Background: an optimization exercise with open tools, aiming at small area. Do not read the settings as production practice.
Only simulation tests tie the RTL to the original design; equivalence was not proved.
No activity file was given, so power comes from the tool's default toggle rates.

==> flow/design.v <==
module psc_cal_rom (
  input  wire [7:0] fac_off,    
  input  wire [5:0] usr_off,    
  output reg  [7:0] fac_byte,
  output reg  [7:0] usr_byte
);
  always @(*) begin
    case (fac_off)
      8'h12: fac_byte = 8'h03;
      8'h13: fac_byte = 8'ha0;
      8'h1b: fac_byte = 8'h01;
      8'h20: fac_byte = 8'ha5;
      8'h21: fac_byte = 8'h4d;
      8'h22: fac_byte = 8'hca;
      8'h23: fac_byte = 8'h18;
      8'h24: fac_byte = 8'h25;
      8'h25: fac_byte = 8'h30;
      8'h26: fac_byte = 8'hbb;
      8'h27: fac_byte = 8'h1d;
      8'h28: fac_byte = 8'h6d;
      8'h29: fac_byte = 8'h13;
      8'h2a: fac_byte = 8'h2c;
      8'h2b: fac_byte = 8'hde;
      8'h2c: fac_byte = 8'hd6;
      8'h2d: fac_byte = 8'h23;
      8'h2e: fac_byte = 8'h7b;
      8'h2f: fac_byte = 8'h2e;
      8'h30: fac_byte = 8'hd9;
      8'h31: fac_byte = 8'h1e;
      8'h32: fac_byte = 8'h3f;
      8'h33: fac_byte = 8'h72;
      8'h34: fac_byte = 8'h1f;
      8'h35: fac_byte = 8'hcb;
      8'h36: fac_byte = 8'h19;
      8'h37: fac_byte = 8'h71;
      8'h3d: fac_byte = 8'h17;
      8'h3e: fac_byte = 8'h44;
      8'h3f: fac_byte = 8'h94;
      8'h40: fac_byte = 8'hd6;
      8'h41: fac_byte = 8'h49;
      8'h42: fac_byte = 8'h3c;
      8'h43: fac_byte = 8'h9d;
      8'h44: fac_byte = 8'h5c;
      8'h45: fac_byte = 8'h34;
      8'h46: fac_byte = 8'h60;
      8'h47: fac_byte = 8'hbe;
      8'h48: fac_byte = 8'h31;
      8'h49: fac_byte = 8'h20;
      8'h4a: fac_byte = 8'h1e;
      8'h4b: fac_byte = 8'h69;
      8'h4c: fac_byte = 8'hfe;
      8'h4d: fac_byte = 8'hda;
      8'h4e: fac_byte = 8'ha0;
      8'h50: fac_byte = 8'hd5;
      8'h51: fac_byte = 8'hd6;
      8'h52: fac_byte = 8'hb9;
      8'h53: fac_byte = 8'h32;
      8'h54: fac_byte = 8'h32;
      8'h55: fac_byte = 8'h32;
      8'h56: fac_byte = 8'h0a;
      8'h57: fac_byte = 8'h0b;
      8'h58: fac_byte = 8'h0c;
      8'h59: fac_byte = 8'h0d;
      8'h5a: fac_byte = 8'h0e;
      8'h5b: fac_byte = 8'h0f;
      8'h80: fac_byte = 8'h50;
      8'h81: fac_byte = 8'hfd;
      8'h82: fac_byte = 8'h00;
      8'h83: fac_byte = 8'h00;
      8'h84: fac_byte = 8'hc6;
      8'h85: fac_byte = 8'h0f;
      8'h86: fac_byte = 8'hee;
      8'h87: fac_byte = 8'he8;
      8'h88: fac_byte = 8'hb9;
      8'h89: fac_byte = 8'h99;
      8'h8a: fac_byte = 8'h7f;
      8'h8b: fac_byte = 8'h5c;
      8'h8c: fac_byte = 8'h7c;
      8'h8d: fac_byte = 8'h29;
      8'h8e: fac_byte = 8'h99;
      8'h8f: fac_byte = 8'hfd;
      8'h90: fac_byte = 8'haf;
      8'h91: fac_byte = 8'he5;
      8'h92: fac_byte = 8'h93;
      8'h93: fac_byte = 8'h25;
      8'h94: fac_byte = 8'h3c;
      8'h95: fac_byte = 8'hd6;
      8'h96: fac_byte = 8'h54;
      8'h97: fac_byte = 8'haf;
      8'h98: fac_byte = 8'h4d;
      8'h99: fac_byte = 8'hfa;
      8'h9a: fac_byte = 8'hd7;
      8'h9b: fac_byte = 8'h14;
      8'h9c: fac_byte = 8'h27;
      8'h9d: fac_byte = 8'ha0;
      8'h9e: fac_byte = 8'hae;
      8'h9f: fac_byte = 8'hb3;
      default: fac_byte = 8'hff;
    endcase
  end
  always @(*) begin
    case (usr_off)
      6'h10: usr_byte = 8'hb2;
      6'h11: usr_byte = 8'ha1;
      6'h12: usr_byte = 8'hfe;
      6'h13: usr_byte = 8'he9;
      6'h14: usr_byte = 8'h23;
      6'h15: usr_byte = 8'h2f;
      6'h16: usr_byte = 8'h8a;
      6'h17: usr_byte = 8'hf2;
      6'h18: usr_byte = 8'h21;
      6'h19: usr_byte = 8'h1f;
      6'h1a: usr_byte = 8'h9e;
      6'h1b: usr_byte = 8'hb2;
      6'h1c: usr_byte = 8'ha1;
      6'h1d: usr_byte = 8'he4;
      6'h1e: usr_byte = 8'h91;
      6'h1f: usr_byte = 8'hc5;
      6'h20: usr_byte = 8'hb1;
      6'h21: usr_byte = 8'h0b;
      6'h22: usr_byte = 8'hec;
      6'h23: usr_byte = 8'hb5;
      6'h24: usr_byte = 8'h56;
      6'h25: usr_byte = 8'h3b;
      6'h26: usr_byte = 8'hb2;
      6'h27: usr_byte = 8'ha1;
      6'h28: usr_byte = 8'hfc;
      6'h29: usr_byte = 8'h1e;
      6'h2a: usr_byte = 8'h6f;
      6'h2b: usr_byte = 8'h93;
      6'h2c: usr_byte = 8'h42;
      6'h2d: usr_byte = 8'h7e;
      6'h2e: usr_byte = 8'hcb;
      6'h2f: usr_byte = 8'hc8;
      6'h30: usr_byte = 8'hfe;
      6'h31: usr_byte = 8'h29;
      6'h32: usr_byte = 8'h55;
      6'h33: usr_byte = 8'he5;
      6'h34: usr_byte = 8'hcd;
      6'h35: usr_byte = 8'h8e;
      6'h36: usr_byte = 8'h46;
      6'h37: usr_byte = 8'hdc;
      6'h38: usr_byte = 8'h8e;
      6'h39: usr_byte = 8'hd4;
      6'h3a: usr_byte = 8'hb7;
      6'h3b: usr_byte = 8'hc2;
      6'h3c: usr_byte = 8'h76;
      6'h3d: usr_byte = 8'h4d;
      6'h3e: usr_byte = 8'h2a;
      6'h3f: usr_byte = 8'h5a;
      default: usr_byte = 8'hff;
    endcase
  end
endmodule
module psc_mapper (
  input  wire [1:0]  raw_type,
  input  wire [7:0]  r0,
  input  wire [7:0]  r1,
  input  wire [7:0]  r2,
  input  wire [7:0]  r3,
  input  wire [7:0]  r4,
  input  wire        mode,
  output reg  [7:0]  btn0,
  output reg  [7:0]  btn1,
  output reg  [7:0]  btn2,
  output wire [47:0] stick    
);
  localparam [1:0] T_DUALANALOG = 2'd2;
  always @(*) begin
    btn0 = 8'h00;
    btn1 = 8'h00;
    btn2 = 8'h00;
    if (!mode) begin
      btn1[0] = r0[0];    
      btn1[3] = r0[1];    
      btn1[2] = r0[2];    
      btn1[1] = r0[3];    
      btn2[1] = r0[4];    
      btn2[2] = r0[5];    
      btn2[0] = r0[6];    
      btn2[3] = r0[7];    
    end else begin
      btn1[5] = r0[0];    
      btn2[6] = r0[1];    
      btn0[6] = r0[2];    
      btn1[4] = r0[3];    
      btn0[1] = r0[4];    
      btn0[3] = r0[5];    
      btn0[2] = r0[6];    
      btn0[0] = r0[7];    
    end
  end
  function [23:0] pack;
    input [7:0] x;
    input [7:0] y;
    begin
      pack = {~y, 4'h0, x[7:4], x[3:0], 4'h0};
    end
  endfunction
  wire [23:0] left_stick  = pack(r3, r4);
  wire [23:0] right_stick = pack(r1, r2);
  assign stick = (raw_type == T_DUALANALOG) ? {right_stick, left_stick} : 48'h0;
endmodule
module psc_bridge (
  input  wire        clk,
  input  wire        rst,           
  output wire        idle,          
  input  wire        cmd_valid,
  input  wire [7:0]  cmd_data,
  input  wire        cmd_last,
  output wire        cmd_ready,
  input  wire        tick,
  output wire        out_valid,
  output wire [7:0]  out_data,
  output wire        out_last,
  input  wire        out_ready,
  output wire        led,
  input  wire        mode,
  input  wire [31:0] millis,
  input  wire [7:0]  rand_data,
  output wire        rand_req,
  output wire        bus_sel_n,
  output wire        bus_req,
  output wire [7:0]  bus_tx,        
  input  wire        bus_done,
  input  wire [7:0]  bus_rx,        
  input  wire        bus_ack
);
  localparam [2:0] ST_IDLE  = 3'd0,
                   ST_RECV  = 3'd1,
                   ST_EXEC  = 3'd2,
                   ST_RAND  = 3'd3,
                   ST_BUILD = 3'd4,
                   ST_SEND  = 3'd5,
                   ST_BUS   = 3'd6;
  localparam [1:0] T_INVALID    = 2'd0,
                   T_DIGITAL    = 2'd1,
                   T_DUALANALOG = 2'd2;
  localparam [1:0] F_GENERIC  = 2'd0,
                   F_EXTENDED = 2'd1,
                   F_PERIODIC = 2'd2;
  localparam [15:0] FACTORY_BASE = 16'h6000;
  localparam [16:0] FACTORY_LEN  = 17'h000A0;
  localparam [15:0] USER_BASE    = 16'h8000;
  localparam [16:0] USER_LEN     = 17'h00040;
  function [7:0] snapshot;
    input [3:0] i;
    begin
      case (i)
        4'd0:  snapshot = 8'h00;
        4'd1:  snapshot = 8'h91;
        4'd2:  snapshot = 8'h00;
        4'd3:  snapshot = 8'h00;
        4'd4:  snapshot = 8'h00;
        4'd5:  snapshot = 8'h00;
        4'd6:  snapshot = 8'h08;
        4'd7:  snapshot = 8'h80;
        4'd8:  snapshot = 8'h00;
        4'd9:  snapshot = 8'h08;
        4'd10: snapshot = 8'h80;
        default: snapshot = 8'h00;
      endcase
    end
  endfunction
  function [7:0] rev8;
    input [7:0] b;
    integer k;
    begin
      for (k = 0; k < 8; k = k + 1)
        rev8[k] = b[7-k];
    end
  endfunction
  reg [2:0]  state;
  reg        enable;
  reg        id_valid;
  reg [7:0]  id [0:5];
  reg        led_r;
  reg [7:0]  buf_mem [0:63];
  reg [6:0]  runlen;
  reg [1:0]  raw_type;
  reg [7:0]  raw [0:4];
  reg        raw_ok;
  reg        sel;
  reg [4:0]  c_len;        
  reg [7:0]  c_b0, c_b1, c_b10, c_b11, c_b12, c_b15;
  reg [1:0]  fkind;
  reg [6:0]  wr_idx;
  reg [6:0]  rd_idx;
  reg [2:0]  rand_cnt;
  reg [2:0]  xidx;         
  reg [1:0]  poll_type;
  wire is_hs  = (c_b0 == 8'h80) && (c_len >= 5'd2);
  wire is_sub = (c_b0 == 8'h01) && (c_len >= 5'd17);
  wire [15:0] fl_addr = {c_b12, c_b11};
  wire [7:0]  fl_n    = c_b15;
  reg [7:0] sub_ack;
  always @(*) begin
    case (c_b10)
      8'h01: sub_ack = 8'h81;
      8'h02: sub_ack = 8'h82;
      8'h04: sub_ack = 8'h83;
      8'h10: sub_ack = 8'h90;
      8'h21: sub_ack = 8'hA0;
      default: sub_ack = 8'h80;
    endcase
  end
  reg [8:0] sub_dlen;
  always @(*) begin
    case (c_b10)
      8'h01: sub_dlen = 9'd1;
      8'h02: sub_dlen = 9'd12;
      8'h10: sub_dlen = 9'd5 + {1'b0, fl_n};
      8'h11: sub_dlen = 9'd1;
      8'h12: sub_dlen = 9'd1;
      8'h21: sub_dlen = 9'd8;
      default: sub_dlen = 9'd0;
    endcase
  end
  wire [9:0] ext_len = 10'd15 + {1'b0, sub_dlen};
  reg  [6:0] build_len;
  always @(*) begin
    case (fkind)
      F_GENERIC:  build_len = (c_b1 == 8'h01) ? 7'd10 : 7'd2;
      F_EXTENDED: build_len = (ext_len > 10'd64) ? 7'd64 : ext_len[6:0];
      default:    build_len = 7'd13;
    endcase
  end
  wire [6:0] cal_k = wr_idx - 7'd20;
  wire in_fac = ({1'b0, fl_addr} >= {1'b0, FACTORY_BASE}) &&
                ({1'b0, fl_addr} <  {1'b0, FACTORY_BASE} + FACTORY_LEN);
  wire in_usr = ({1'b0, fl_addr} >= {1'b0, USER_BASE}) &&
                ({1'b0, fl_addr} <  {1'b0, USER_BASE} + USER_LEN);
  wire [16:0] fac_pos = {1'b0, fl_addr - FACTORY_BASE} + {10'd0, cal_k};
  wire [16:0] usr_pos = {1'b0, fl_addr - USER_BASE} + {10'd0, cal_k};
  wire [7:0] fac_byte, usr_byte;
  psc_cal_rom u_rom (
    .fac_off  (fac_pos[7:0]),
    .usr_off  (usr_pos[5:0]),
    .fac_byte (fac_byte),
    .usr_byte (usr_byte)
  );
  reg [7:0] cal_byte;
  always @(*) begin
    if (in_fac && fac_pos < FACTORY_LEN)
      cal_byte = fac_byte;
    else if (in_usr && usr_pos < USER_LEN)
      cal_byte = usr_byte;
    else
      cal_byte = 8'hFF;
  end
  wire [7:0]  btn0, btn1, btn2;
  wire [47:0] stick;
  psc_mapper u_map (
    .raw_type (raw_type),
    .r0 (raw[0]), .r1 (raw[1]), .r2 (raw[2]), .r3 (raw[3]), .r4 (raw[4]),
    .mode  (mode),
    .btn0  (btn0),
    .btn1  (btn1),
    .btn2  (btn2),
    .stick (stick)
  );
  reg [7:0] sub_data;      
  reg [6:0] dj;
  always @(*) begin
    dj = wr_idx - 7'd15;
    sub_data = 8'h00;
    case (c_b10)
      8'h01: sub_data = 8'h03;
      8'h02: begin
        case (dj)
          7'd0: sub_data = 8'h03;
          7'd1: sub_data = 8'h48;
          7'd2: sub_data = 8'h03;
          7'd3: sub_data = 8'h02;
          7'd4: sub_data = id[0];
          7'd5: sub_data = id[1];
          7'd6: sub_data = id[2];
          7'd7: sub_data = id[3];
          7'd8: sub_data = id[4];
          7'd9: sub_data = id[5];
          default: sub_data = 8'h01;
        endcase
      end
      8'h10: begin
        case (dj)
          7'd0: sub_data = fl_addr[7:0];
          7'd1: sub_data = fl_addr[15:8];
          7'd2: sub_data = 8'h00;
          7'd3: sub_data = 8'h00;
          7'd4: sub_data = fl_n;
          default: sub_data = cal_byte;
        endcase
      end
      8'h21: begin
        case (dj)
          7'd0: sub_data = 8'h01;
          7'd1: sub_data = 8'h00;
          7'd2: sub_data = 8'hFF;
          7'd3: sub_data = 8'h00;
          7'd4: sub_data = 8'h03;
          7'd5: sub_data = 8'h00;
          7'd6: sub_data = 8'h05;
          default: sub_data = 8'h01;
        endcase
      end
      default: sub_data = 8'h00;
    endcase
  end
  reg [7:0] build_byte;
  always @(*) begin
    build_byte = 8'h00;
    case (fkind)
      F_GENERIC: begin
        case (wr_idx)
          7'd0: build_byte = 8'h81;
          7'd1: build_byte = c_b1;
          7'd2: build_byte = 8'h00;
          7'd3: build_byte = 8'h03;
          7'd4: build_byte = id[0];
          7'd5: build_byte = id[1];
          7'd6: build_byte = id[2];
          7'd7: build_byte = id[3];
          7'd8: build_byte = id[4];
          default: build_byte = id[5];
        endcase
      end
      F_EXTENDED: begin
        if (wr_idx == 7'd0)
          build_byte = 8'h21;
        else if (wr_idx <= 7'd12)
          build_byte = snapshot(wr_idx[3:0] - 4'd1);
        else if (wr_idx == 7'd13)
          build_byte = sub_ack;
        else if (wr_idx == 7'd14)
          build_byte = c_b10;
        else
          build_byte = sub_data;
      end
      default: begin
        case (wr_idx)
          7'd0:  build_byte = 8'h30;
          7'd1:  build_byte = millis[7:0];
          7'd3:  build_byte = btn0;
          7'd4:  build_byte = btn1;
          7'd5:  build_byte = btn2;
          7'd6:  build_byte = stick[7:0];
          7'd7:  build_byte = stick[15:8];
          7'd8:  build_byte = stick[23:16];
          7'd9:  build_byte = stick[31:24];
          7'd10: build_byte = stick[39:32];
          7'd11: build_byte = stick[47:40];
          default: build_byte = snapshot(wr_idx[3:0] - 4'd1);
        endcase
      end
    endcase
  end
  wire [7:0] rx_byte = rev8(bus_rx);
  reg [7:0] tx_logical;
  always @(*) begin
    case (xidx)
      3'd0:    tx_logical = 8'h01;
      3'd1:    tx_logical = 8'h42;
      default: tx_logical = 8'h00;
    endcase
  end
  reg [1:0] rx_class;
  always @(*) begin
    case (rx_byte)
      8'h41:   rx_class = T_DIGITAL;
      8'h73:   rx_class = T_DUALANALOG;
      default: rx_class = T_INVALID;
    endcase
  end
  wire [2:0] data_len  = (poll_type == T_DUALANALOG) ? 3'd5 : 3'd1;
  wire [2:0] data_j    = xidx - 3'd2;
  integer i;
  always @(posedge clk) begin
    if (rst) begin
      state     <= ST_IDLE;
      enable    <= 1'b0;
      id_valid  <= 1'b0;
      led_r     <= 1'b0;
      runlen    <= 7'd0;
      raw_type  <= T_INVALID;
      raw_ok    <= 1'b0;
      sel       <= 1'b0;
      c_len     <= 5'd0;
      fkind     <= F_GENERIC;
      wr_idx    <= 7'd0;
      rd_idx    <= 7'd0;
      rand_cnt  <= 3'd0;
      xidx      <= 3'd0;
      poll_type <= T_INVALID;
    end else begin
      case (state)
        ST_IDLE: begin
          if (cmd_valid) begin
            c_b0  <= cmd_data;
            c_len <= 5'd1;
            state <= cmd_last ? ST_EXEC : ST_RECV;
          end else if (tick && enable) begin
            raw_ok    <= 1'b0;
            raw_type  <= T_INVALID;
            sel       <= 1'b1;
            xidx      <= 3'd0;
            state     <= ST_BUS;
          end
        end
        ST_RECV: begin
          if (cmd_valid) begin
            case (c_len)
              5'd1:  c_b1  <= cmd_data;
              5'd10: c_b10 <= cmd_data;
              5'd11: c_b11 <= cmd_data;
              5'd12: c_b12 <= cmd_data;
              5'd15: c_b15 <= cmd_data;
              default: ;
            endcase
            if (c_len != 5'd17)
              c_len <= c_len + 5'd1;
            if (cmd_last)
              state <= ST_EXEC;
          end
        end
        ST_EXEC: begin
          wr_idx   <= 7'd0;
          rand_cnt <= 3'd0;
          if (is_hs) begin
            fkind <= F_GENERIC;
            case (c_b1)
              8'h01:   state <= id_valid ? ST_BUILD : ST_RAND;
              8'h02,
              8'h03:   state <= ST_BUILD;
              8'h04: begin
                enable <= 1'b1;
                state  <= ST_IDLE;
              end
              default: state <= ST_IDLE;
            endcase
          end else if (is_sub) begin
            fkind <= F_EXTENDED;
            if (c_b10 == 8'h30)
              led_r <= ~led_r;
            if (c_b10 == 8'h02 && !id_valid)
              state <= ST_RAND;
            else
              state <= ST_BUILD;
          end else begin
            state <= ST_IDLE;
          end
        end
        ST_RAND: begin
          id[rand_cnt] <= rand_data;
          rand_cnt     <= rand_cnt + 3'd1;
          if (rand_cnt == 3'd5) begin
            id_valid <= 1'b1;
            state    <= ST_BUILD;
          end
        end
        ST_BUILD: begin
          buf_mem[wr_idx[5:0]] <= build_byte;
          wr_idx <= wr_idx + 7'd1;
          if (wr_idx == build_len - 7'd1) begin
            runlen <= (fkind == F_PERIODIC) ? 7'd64 : build_len;
            rd_idx <= 7'd0;
            state  <= ST_SEND;
          end
        end
        ST_SEND: begin
          if (out_ready) begin
            rd_idx <= rd_idx + 7'd1;
            if (rd_idx == runlen - 7'd1)
              state <= ST_IDLE;
          end
        end
        ST_BUS: begin
          if (bus_done) begin
            if (!bus_ack) begin
              sel   <= 1'b0;
              state <= ST_IDLE;
            end else if (xidx == 3'd0) begin
              xidx <= 3'd1;
            end else if (xidx == 3'd1) begin
              if (rx_class == T_INVALID) begin
                sel   <= 1'b0;
                state <= ST_IDLE;
              end else begin
                poll_type <= rx_class;
                xidx      <= 3'd2;
              end
            end else begin
              raw[data_j] <= (data_j == 3'd0) ? ~rx_byte : rx_byte;
              if (data_j == data_len - 3'd1) begin
                sel      <= 1'b0;
                raw_type <= poll_type;
                raw_ok   <= 1'b1;
                fkind    <= F_PERIODIC;
                wr_idx   <= 7'd0;
                state    <= ST_BUILD;
              end else begin
                xidx <= xidx + 3'd1;
              end
            end
          end
        end
        default: state <= ST_IDLE;
      endcase
    end
  end
  assign idle      = (state == ST_IDLE);
  assign cmd_ready = (state == ST_IDLE) || (state == ST_RECV);
  assign out_valid = (state == ST_SEND);
  assign out_data  = buf_mem[rd_idx[5:0]];
  assign out_last  = (rd_idx == runlen - 7'd1);
  assign led       = led_r;
  assign rand_req  = (state == ST_RAND);
  assign bus_sel_n = ~sel;
  assign bus_req   = (state == ST_BUS);
  assign bus_tx    = rev8(tx_logical);
endmodule
==> flow/run.sh <==
#!/bin/bash
# synth_recipe.tcl (not shown) runs the flow's synth.tcl, then flattens the netlist and writes it again
# the make line also repeats each setting of config.mk as NAME=value (left out here)
make -C /OpenROAD-flow-scripts/flow DESIGN_CONFIG=/design/flow/config.mk WORK_HOME=/design/flow/orfs CLKGATE_MAP_FILE= SYNTH_SCRIPT=/design/flow/synth_recipe.tcl finish
==> flow/config.mk <==
export PLATFORM = sky130hd
export DESIGN_NAME = psc_bridge
export DESIGN_NICKNAME = psc_bridge
export VERILOG_FILES = /design/flow/design.v
export SDC_FILE = /design/flow/constraint.sdc
export NUM_CORES = 4
export LEC_CHECK = 0
export CAP_MARGIN = 20
export CORE_MARGIN = 2
export CORE_UTILIZATION = 40
export SLEW_MARGIN = 20
==> flow/constraint.sdc <==
create_clock -name core_clock -period 10.0 [get_ports {clk}]
set_input_delay 2.0000 -clock core_clock [delete_from_list [all_inputs] [get_ports {clk}]]
set_output_delay 2.0000 -clock core_clock [all_outputs]
set_load 0.01 [all_outputs]
==> summary.txt <==
[layer usage]
metal  vias to the layer above  share of wire [%]  track usage (%)
li1                       9206                  -                -
met1                     10500                 41            26.49
met2                       804                 50            33.74
met3                       114                6.5            2.898
met4                         0                2.6            6.104
met5                         -                  0                0
[power by group through the flow]
stage                     Combinational (mW)  Sequential (mW)  Clock [mW]
after floorplan                        0.625             3.54           0
after global placement                  1.01             3.53           0
after detailed placement                1.04             3.54           0
after CTS                               1.04             3.47        2.68
after global routing                    1.13             3.48        2.80
final                                   1.04             3.47        2.64
[flip-flops by register name (all words and copies together), names as in the netlist, 8 cells and up, named ones only]
register / count
buf_mem: 512
id: 48
raw: 40
c_b0: 8
c_b10: 8
c_b11: 8
c_b12: 8
c_b15: 8
c_b1: 8
[area by class of cell]
class                           count  area, um2  share of cell area, %
Clock buffer                       87       1847                  5.012
Clock inverter                     41      486.7                  1.321
Inverter                           48      180.2                 0.4889
Multi-Input combinational cell   1419      11650                  31.61
Sequential cell                   699      20490                  55.60
Tap cell                         1070       1339                  3.633
Timing Repair Buffer               94      860.8                  2.336
[per-stage QoR]
step | total power, mW | cells | cell area (um2)
2_1_floorplan | 4.161 | 2322 | 32840
3_3_place_gp | 4.544 | 3330 | 34510
3_5_place_dp | 4.576 | 3330 | 34510
4_1_cts | 7.199 | 3458 | 36840
5_1_grt | 7.402 | 3458 | 36850
6_report | 7.150 | 3458 | 36850
[worst max-delay path: stages (launching register included)]
cell             delay [ns]
dfxtp_4                1.03
buf_4                  0.78
mux4_2                 0.44
mux4_2                 0.55
mux4_2                 0.52
clkdlybuf4s50_1        0.51
[layout by cell type, fill, tap and decap left out, types with 9 or more instances in the layout]
master	netlist	layout
a21oi_1	107	107
ha_1	58	58
o2111ai_1	10	9
xor2_1	21	20
nor2b_1	15	15
a221oi_1	12	12
xnor2_1	44	40
o22ai_1	14	14
and3_1	30	30
a31oi_1	28	27
a32oi_1	9	9
nand3_1	56	56
a22oi_1	40	40
edfxtp_1	648	648
and2_1	16	16
inv_1	47	47
nor4_1	16	16
buf_4	8	34
nand2b_1	16	16
nand4_1	13	13
mux4_2	168	168
nor3_1	53	52
nor3b_1	11	11
nand2_1	155	153
clkbuf_1	118	15
clkinv_1	1	12
or3_1	13	13
clkbuf_16	0	71
o221ai_1	9	9
a222oi_1	20	20
o211ai_1	20	20
dfxtp_1	51	48
a211oi_1	20	20
clkdlybuf4s50_1	0	58
mux2i_1	11	11
clkinv_2	0	11
o21ai_0	104	103
nor2_1	200	200
[final timing paths]
kind / endpoint / slack (ns) / depth (start not counted)
max: out_data[5] / 3.36 / 5
min: poll_type[1] / 0.51 / 2
max reg2reg: buf_mem[44][7] / 3.76 / 15
min reg2reg: poll_type[1] / 0.51 / 2
[kinds of logic after synthesis]
family / Yosys count
compound gates: 474
xor+xnor: 66
fa+ha+maj: 59
buf+inv: 204
flops: 699
mux: 180
other cells: 1
simple gates: 635
==> key figures <==
Synth
  • Synth area leader: edfxtp_1
  • Cell variety after synth: 89
  • Ys Warns: 3
  • Post-synth EDFFs: 648
  • Count leader, synth: edfxtp_1
  • Avg Cell Area, Syn: 14.16 um2
  • Largest family of logic cells by synthesized area: multiplexers
  • FF+latch count, synth: 699
  • Post-synth top cells: edfxtp_1, nor2_1, mux4_2
  • Mapped Cells: 2318
  • Simple-Gate Fraction of Synth Area: 9.382%
  • Synthesized area: 32820 um2
  • Top cells by area, synth: edfxtp_1, mux4_2, dfxtp_1, nor2_1, ha_1
  • Register area share after synthesis: 62.40%
  • Top_reg_cell synth: edfxtp_1
  • Xor/xnor share of the synthesized area: 1.784%
  • Compound-gate portion of the synthesized area: 9.725%
  • Post-synth ARST share: 0%
  • Adder-Cell Fraction of Synth Area: 2.272%
  • Mux contribution to synthesized area: 11.90%
  • Area fraction of the dominant cell type after synthesis: 59.29%

Critical path
  • CP required: 8.00 ns
  • Crit path max fanout: 73
  • Reg2reg start: wr_idx[1]
  • CP Class: flip-flop to primary output
  • Crit path DAT: 4.64 ns
  • CP endpoint kind: primary output
  • CP startpoint kind: flip-flop

Cells and area
  • Fill count: 7177
  • Nets: 2456
  • Final core occ: 45.09%
  • Layout area overhead: 12.27%
  • Layout cells sized above 1: 14.36%
  • Diodes inserted: 0

CTS
  • CTS Buffer Depth: 3
  • # resized after CTS: 0
  • CTS Root Cell: clkbuf_16
  • Htree depth: 3
  • Clock latency on the worst-skew pair: 0.62 ns
  • Clock tree from TritonCTS: yes
  • Post-CTS Hold Fix Bufs: 0
  • Num CTS Buffers: 70
  • Post-CTS Setup Inserts: 0
  • Clock transition at path regs: 0.06 ns
  • TritonCTS Sinks: 699

Detailed routing
  • # DRC: 0
  • 1st-iter DRT viols: 2381
  • Final wirelength: 85.08 mm
  • Routed via count: 20.62k
  • Wirelength per Cell: 24.60 um
  • Drt via density: 5.964
  • Antenna-violating nets left: 0
  • First-pass DRT Iterations: 8

Global routing
  • Initial antenna violation count: 0
  • Largest net degree at the start of global routing: 116
  • Overall routing resource usage: 19.87%
  • Global route overflow: 0
  • Vias in the first global route: 20.35k
  • Global-route wire length before repair: 127.9 mm

Pwr
  • Pint: 5.278 mW
  • Flop pwr share: 48.6%
  • VDD IR max: 0.1354 mV
  • Combinational Power Share: 14.6%
  • Leakage: 11.46 nW
  • NetSw: 1.872 mW
  • Power Density: 194.0 nW/um2
  • Switching fraction of total power: 26.19%
  • Clock power share: 36.9%

Timing
  • Slew of the pin with the lowest slew margin: 1.123 ns
  • Final setup fails: 0
  • WHS: 0.5057 ns
  • Period utilisation layout: 66.35%
  • Total Neg Setup Slack: 0 ns
  • Period minus WS final: 6.635 ns
  • FMAX: 150.7 MHz
  • Final clock skew: 0.03061 ns
  • RSZ-0062 raised after global routing: no
  • Final Max Tran Viols: 0
  • Count of final hold-check violations: 0
  • Final worst setup slack: 3.365 ns
  • Slew headroom: 25.16%

Floorplan
  • Io pins: 89
  • Total core area: 81720 um2
  • Die width: 290.5 um
  • Die H: 290.5 um
  • Die area: 84360 um2
  • Starting Density: 40.17%
  • FP Rows: 105

Worst hold path
  • Hold Startpoint: poll_type[1]
  • Type of the most critical hold path: flip-flop to flip-flop

Placement
  • Port Buf Inserts: 59
  • Final GP Congestion: 0.9250
  • Post-Place Worst Slack: 3.933 ns
  • DP HPWL: 56.27 mm

Status
  • Status: no timing/DRC/antenna violations

Flow run
  • MaxCap Viol Count: 0

what the ideal ports hide:
In the flow no input, the clock included, has a driving cell. The finished layout below was timed again as built, in two steps.
Step 1 assumes that a clkbuf_16 drives the clock port and a buf_2 every other input.
Step 2 moves the port delays by t, midway between the first and last clock arrival at a register: inputs arrive t later, outputs are due t later. That takes back most of the time a late clock gives input paths.
a / b / c = ideal ports / drivers / drivers and shift; a / b = the first two.
shift t [ns]: 0.667
setup WS [ns]: 3.365 / 3.301 / 3.763
worst setup path at the end: register to register
clock arrival spread, ns: 0.030 / 0.031
worst data-port slew with drivers (ns): 0.06
After both steps setup and hold are still met in this run. The setup slack of this run moves by -0.064 ns with the drivers and by +0.398 ns with both steps.
